This is an optimization exercise on Yosys and OpenROAD, whose aim is small area, a short achievable clock period and few clock cycles per item, not a production implementation.
Function was checked by simulation only, so behaviour that the tests miss may differ from the original.
Power figures rest on the tool's default switching activity, not on a simulated workload.

// ccp_link
module ccp_link (
    input  wire        clk,
    input  wire        rst,         
    input  wire        op_valid,
    output wire        op_ready,
    input  wire [7:0]  op_sel,
    input  wire [7:0]  op_a,
    input  wire [7:0]  op_b,
    input  wire [63:0] op_d,
    input  wire [3:0]  op_len,
    input  wire        op_ext,
    output reg         rsp_valid,
    output reg  [2:0]  rsp_err,
    output reg  [63:0] rsp_data,
    output reg         rsp_reply,
    output reg         rsp_known,
    output reg  [3:0]  rsp_member
);
For scale: about 610 cells after synthesis, roughly 110 flip-flops, roughly 170 I/O pins.
clock: 4.0 ns
lec_check: 0
cap_margin: 20
core_margin: 2
core_utilization: 70
gpl_timing_driven: 1
setup_slack_margin: 2.3
slew_margin: 20
tns_end_percent: 0
standard.sh (not shown) runs the stock make flow with config.mk's settings and CLKGATE_MAP_FILE= SYNTH_SCRIPT=/design/flow/synth_recipe.tcl, a recipe that flattens the netlist after the stock synthesis.
==> flow/flow/run.sh <==
#!/bin/bash
# The standard layout (the standard.sh, the same ORFS make call) with two changes:
#  - the port buffers are the smallest plain buffer, sky130_fd_sc_hd__buf_1,
#    instead of the one buffer_ports picks itself;
#  - the slow 4-high stacks (or4/nor4 and their b/bb forms, a2111/o2111) and the
#    3-input xor cells are kept out of synthesis and repair (DONT_USE_CELLS is
#    extended, the platform's own list is still appended by the platform config).
# Each ORFS step writes its own log under orfs/logs/; make's output goes to standard.log.
set -e
slow=""
for c in or4 or4b or4bb nor4 nor4b nor4bb xor3 xnor3 a2111o a2111oi o2111a o2111ai; do
  for s in 0 1 2 4; do slow="$slow sky130_fd_sc_hd__${c}_$s"; done
done
cp config.mk flow_config.mk
echo "export DONT_USE_CELLS = $slow" >> flow_config.mk
sed "s#DESIGN_CONFIG=[^ ]*#DESIGN_CONFIG=$PWD/flow_config.mk#" standard.sh > flow_standard.sh
export BUFFER_PORTS_ARGS="-buffer_cell sky130_fd_sc_hd__buf_1"
bash flow_standard.sh > standard.log 2>&1
The baseline finished clean.
Testbench counts at the start, summed over its fixed seeds: cycles 4,248, items 4,232.
Edit:
Settings changed: CORE_UTILIZATION 70 to 40, GPL_TIMING_DRIVEN 1 to not set, SETUP_SLACK_MARGIN 2.3 to not set, TNS_END_PERCENT 0 to not set.
Count of clock-buffer cells in the layout goes up by 1.
Routed wire length goes down by 3.6%.
Clock skew is lower by 0.0069 ns.
Sequential share of layout area rises by 1.0 points.
Design area decreases by 3.1%.
Combinational power decreases by 9.0%.
Utilization drops by 38 points.
Synthesized cell count is unchanged.
Edit:
Settings changed: CORE_UTILIZATION 40 to 60, SETUP_SLACK_MARGIN set to 2.3, TNS_END_PERCENT set to 0.
Effect:
- worst setup slack gets better by 0.94 ns
- routed wire length came out lower by a few percent
- power came out lower by roughly a tenth
- critical path depth came out higher by 2
- final cell count came out lower by a few percent
- final area came out higher by a few percent
- non-clock buffer count came out higher by 23
- via count came out higher by a few percent
Edit:
Settings changed: CORE_UTILIZATION 60 to 40.
Result: Setup slack degrades by 0.11 ns; total power rose by about a fifth; routed wire length rose by a little under a tenth.


v6:
Starting RTL as in the previous note.
export LEC_CHECK = 0
export CAP_MARGIN = 20
export CORE_MARGIN = 2
export CORE_UTILIZATION = 65
export SETUP_SLACK_MARGIN = 2.3
export SLEW_MARGIN = 20
export TNS_END_PERCENT = 0
create_clock -name core_clock -period 4.0 [get_ports {clk}]
Scripts as last shown in full above: flow/flow/run.sh
v6 went all the way through synthesis, placement and routing and the layout is clean on timing, DRC and antenna.
Testbench counts of v6, summed over its fixed seeds: cycles 4,248, items 4,232.
Inputs modified between v6 and v7:
# v6
export LEC_CHECK = 0
export CAP_MARGIN = 20
export CORE_MARGIN = 2
export CORE_UTILIZATION = 65
export SETUP_SLACK_MARGIN = 2.3
export SLEW_MARGIN = 20
export TNS_END_PERCENT = 0
create_clock -name core_clock -period 4.0 [get_ports {clk}]
# v7
export LEC_CHECK = 0
export CAP_MARGIN = 20
export CORE_MARGIN = 2
export CORE_UTILIZATION = 40
export SETUP_SLACK_MARGIN = 2.3
export SLEW_MARGIN = 20
export SYNTH_HIERARCHICAL = 1
export SYNTH_MINIMUM_KEEP_SIZE = 0
export TNS_END_PERCENT = 0
create_clock -name core_clock -period 4.0 [get_ports {clk}]
Findings:
- Relative to v6, the met3 routed wirelength measured on v7 has decreased by more than 10%.
- Against v6 as the reference, v7 delivers a lower share of power burned in registers.
- Relative to v6, total number of vias has increased by 7.7% in v7.
- The sum of met2 wire segment lengths after detailed routing of v7 is higher than that of v6.
- v7 against v6: sequential power +about 6%, layout overhead on the synthesized area saw an increase, part of the total power dissipated in combinational logic now sits higher.
- v7 vs v6 — power dissipated in combinational cells rose 110%.
- v7 has initial core utilization below what v6 had.


Setup of run A:
ccp_link again, from the RTL that the note above started with.
## ccp_link
module ccp_link (
    input  wire        clk,
    input  wire        rst,         
    input  wire        op_valid,
    output wire        op_ready,
    input  wire [7:0]  op_sel,
    input  wire [7:0]  op_a,
    input  wire [7:0]  op_b,
    input  wire [63:0] op_d,
    input  wire [3:0]  op_len,
    input  wire        op_ext,
    output reg         rsp_valid,
    output reg  [2:0]  rsp_err,
    output reg  [63:0] rsp_data,
    output reg         rsp_reply,
    output reg         rsp_known,
    output reg  [3:0]  rsp_member
);
clock: 4.0 ns
lec_check: 0
cap_margin: 20
core_margin: 2
core_utilization: 40
setup_slack_margin: 2.6
slew_margin: 20
tns_end_percent: 0
Scripts as last shown in full above: flow/flow/run.sh
Testbench counts of run A, summed over its fixed seeds: cycles 4,248, items 4,232.
Input-level comparison between run B and run A:
- swapping 2.6 for 2.3 in SETUP_SLACK_MARGIN
- swapping 40 for 60 in CORE_UTILIZATION
- swapping 20 for 0 in CAP_MARGIN
- swapping 20 for 0 in SLEW_MARGIN
Findings:
Run B — critical path data arrival time 0.08 ns lower, run A as reference. The lower routed wire length on met3 of run B and run A is in run A. Compared to run A, the routing of run B uses less wire.
For run C, these inputs were changed with respect to run B:
- swapping 2.3 for 1.9 in SETUP_SLACK_MARGIN
- swapping 60 for 40 in CORE_UTILIZATION
- swapping 0 for 20 in SLEW_MARGIN
- swapping 0 for 20 in CAP_MARGIN
==> comparison <==
- Run B vs run C, slowest library cell on the worst path: or3_1 vs buf_1
- Run C against run B: combinational power shows an increase of about 2%, share of cell area taken by multi-input logic gates shows a reduction of 0.94 points, highest clock frequency the design can meet shows a reduction of 5.6%.
[inputs] run D vs run C
- an added PLACE_DENSITY of 0.8
- a change of SETUP_SLACK_MARGIN from 1.9 to 2.3
- a change of CORE_UTILIZATION from 40 to 60
## What came out
Run D vs run C — vertical extent of the die dropped 18%.
Against run C, run D comes in 2.2 points higher on met3 layer usage reported by global route.
Sequential share of cell area: run D vs run C up 1.0 points
Comparing run D and run C, the higher global-route usage was measured on run D.
Across both runs, clock tree skew after final layout was higher for run D than for run C.
Area added between synthesis and finish: run D lower than run C
Compared with run C, run D shows count of placed standard cells including taps that has gone down by a little under 10%.
Edits applied to the flow inputs when going from run D to run E:
- removing PLACE_DENSITY (formerly 0.8)
- changing CORE_UTILIZATION from 60 to 80
Results
- Any difference in post-synth design cell area between run E and run D is small enough to ignore.
- Die boundary width of run E falls short of that of run D by more than 10%.
- Run E -> run D: share of flip-flops with an asynchronous set or reset delta 0, exact match
- Run E -> run D: post-synthesis compound-gate area fraction delta 0, exact match
- Reported for run E and run D, post-synthesis cell count turned out identical to the last digit.
- Between run E and run D, vertical extent of the die is higher for run D, run E comes in under that.
- Run E never completed; the flow aborted with a tool error in 3_3_place_gp.
- Total number of placement rows (run E / run D): 0.853

==> separate check: timing with driven ports <==
How much do the figures lean on ideal ports? The routed layouts below were timed once more, with nothing changed but the port constraints.
Step 1: set_driving_cell puts a clkbuf_16 on clk and a buf_2 on each other input, an assumption about the parent block.
Step 2 times the ports against the registers' clock, not the clock port: input delays grow and output delays shrink by t, the midpoint of the rising clock arrivals with the driver on.
a / b / c = ideal ports / drivers / drivers and shift; a / b = the first two.
run | t, ns | slack for setup (ns) | worst register clock-pin slew, ns | pins driven straight from the clock port
the first run of note 1 | 0.405 | 1.839 / 1.847 / 1.442 | 0.12 / 0.12 | 1
the second run of note 1 | 0.398 | 1.041 / 1.058 / 0.660 | 0.08 / 0.08 | 1
the third run of note 1 | 0.412 | 1.980 / 1.978 / 1.566 | 0.12 / 0.12 | 1
the fourth run of note 1 | 0.397 | 1.867 / 1.888 / 1.491 | 0.07 / 0.07 | 1
v6 | 0.412 | 1.845 / 1.845 / 1.433 | 0.12 / 0.12 | 1
v7 | 0.395 | 2.024 / 2.015 / 1.620 | 0.08 / 0.08 | 1
run A | 0.397 | 1.867 / 1.888 / 1.491 | 0.07 / 0.07 | 1
run B | 0.412 | 1.980 / 1.978 / 1.566 | 0.12 / 0.12 | 1
run C | 0.397 | 1.861 / 1.879 / 1.482 | 0.07 / 0.07 | 1
run D | 0.389 | 1.834 / 1.851 / 1.462 | 0.11 / 0.11 | 1
After both steps every run listed still meets setup and hold.
